Background: an optimization exercise with open tools, aiming at a short achievable clock period. Do not read the settings as production practice. Power and IR drop assume default switching activity.

## ajq_top
module ajq_top #(
    parameter N_RX = 16,
    parameter N_TX = 16
) (
    input  wire        clk,
    input  wire        rst,
    input  wire        drx_req_valid,
    input  wire [39:0] drx_req,
    output wire        drx_req_ready,
    output reg         drx_rsp_valid,
    output wire [33:0] drx_rsp,
    input  wire        dtx_req_valid,
    input  wire [39:0] dtx_req,
    output wire        dtx_req_ready,
    output reg         dtx_rsp_valid,
    output wire [33:0] dtx_rsp,
    input  wire        m_req_valid,
    input  wire [39:0] m_req,
    output wire        m_req_ready,
    output reg         m_rsp_valid,
    output reg  [33:0] m_rsp,
    output wire        rxq_empty,
    output wire        rxq_full,
    output wire        txq_empty,
    output wire        txq_full,
    output wire        tx_irq_en,
    output wire [31:0] pkt
);
Size in the first run: roughly 2200 cells after synthesis, roughly 24000 um2 of cells after synthesis.
export LEC_CHECK = 0
export ABC_CLOCK_PERIOD_IN_PS = 1500
export CAP_MARGIN = 20
export CORE_MARGIN = 2
export CORE_UTILIZATION = 40
export SETUP_SLACK_MARGIN = 2.2
export SLEW_MARGIN = 20
export TNS_END_PERCENT = 100
create_clock -name core_clock -period 4.0 [get_ports {clk}]
standard.sh (not shown) runs the stock make flow with config.mk's settings and CLKGATE_MAP_FILE= SYNTH_SCRIPT=/design/flow/synth_recipe.tcl, a recipe that flattens the netlist after the stock synthesis.
==> flow/flow/run.sh <==
#!/bin/bash
set -euo pipefail
export BUFFER_PORTS_ARGS="-buffer_cell sky130_fd_sc_hd__buf_4"
bash standard.sh MATCH_CELL_FOOTPRINT=0 finish > flow_make.log 2>&1
Next try:
- CORE_UTILIZATION: 40 -> 65
- PLACE_DENSITY: unset -> 0.75
What happened: The new run completed with no timing, DRC or antenna violations. Die area went down by 38%. Clock skew went down by 0.016 ns. Clock-buffer cell count went down by 19. Setup slack got worse by 0.40 ns. Wire length went up by 5.7%. Final area went down by about 1.8%.
Next try:
==> flow/flow/run.sh (replaced) <==
#!/bin/bash
set -euo pipefail
export BUFFER_PORTS_ARGS="-buffer_cell sky130_fd_sc_hd__buf_4"
export POST_RESIZE_TCL="$PWD/flow/size_inputs.tcl"
bash standard.sh MATCH_CELL_FOOTPRINT=0 finish > flow_make.log 2>&1
==> flow/flow/size_inputs.tcl (new file) <==
# Size each input port's buffer to the number of loads it drives.
set block [ord::get_db_block]
foreach bterm [$block getBTerms] {
  if { [$bterm getIoType] != "INPUT" || [$bterm getName] == "clk" } { continue }
  set net [$bterm getNet]
  if { $net == "NULL" } { continue }
  foreach iterm [$net getITerms] {
    set inst [$iterm getInst]
    set master [[$inst getMaster] getName]
    if { ![string match "sky130_fd_sc_hd__buf_*" $master] } { continue }
    set fo 0
    foreach it [$inst getITerms] {
      if { [$it isOutputSignal] } {
        set onet [$it getNet]
        if { $onet != "NULL" } { set fo [expr { [llength [$onet getITerms]] - 1 }] }
      }
    }
    if { $fo > 10 } {
      set new sky130_fd_sc_hd__buf_12
    } elseif { $fo > 4 } {
      set new sky130_fd_sc_hd__buf_8
    } else {
      continue
    }
    puts "size_inputs: [$inst getName] ([$bterm getName], $fo loads) $master -> $new"
    replace_cell [get_cells [$inst getName]] $new
  }
}
- CORE_UTILIZATION: 65 -> 40
- PLACE_DENSITY: 0.75 -> unset
- SETUP_SLACK_MARGIN: 2.2 -> 2.4
What happened:
- design area rises by 6.0%
- power rises by 5.9%
- flip-flop and latch count is unchanged
- setup slack gains 0.31 ns
Next try:
==> flow/flow/run.sh (replaced) <==
#!/bin/bash
set -euo pipefail
export BUFFER_PORTS_ARGS="-buffer_cell sky130_fd_sc_hd__buf_4"
bash standard.sh MATCH_CELL_FOOTPRINT=0 finish > flow_make.log 2>&1
- CORE_UTILIZATION: 40 -> 30
- SETUP_SLACK_MARGIN: 2.4 -> 2.2
removed: flow/flow/size_inputs.tcl
The changed run went through all stages and came out clean.
Final cell count goes up by 6.7%.
Global-route usage goes down by 6.3 points.
Design area goes down by 1.0%.
Sequential share of layout area goes up by 0.36 points.
Via count goes down by 0.76%.
Area after synthesis is unchanged.
First-iteration DRC count goes up by 5.2%.
Hold slack improved by 0.038 ns.
Non-clock buffer count goes down by 49.
No run of this note included a check of the RTL's function; only the layout flow was run.

re-timing with driven ports:
Ports are ideal in the flow. The routed layouts listed here were re-timed in OpenROAD. Step 1, drivers: a clkbuf_16 drives clk and a buf_2 each remaining input, both assumed. Step 2 also shifts input and output timing later by t, the mid clock arrival at the registers, as if the neighbouring blocks saw the same clock. Slacks: ideal ports / drivers / drivers and shift; pairs: ideal ports / drivers.
run	t, ns	setup WS [ns]	worst register clock-pin slew, ns	cell pins on the clock port's net
the first run	0.678	1.772 / 1.711 / 1.032	0.06 / 0.06	1
the second run	0.673	1.376 / 1.409 / 0.736	0.07 / 0.07	1
the third run	0.688	1.684 / 1.590 / 0.903	0.07 / 0.07	1
the fourth run	0.678	1.778 / 1.686 / 1.008	0.07 / 0.07	1
After both steps setup and hold are still met in every run listed. For the third run, which loses most, drivers alone change the setup slack by -0.094 ns; drivers and shift together by -0.781 ns.
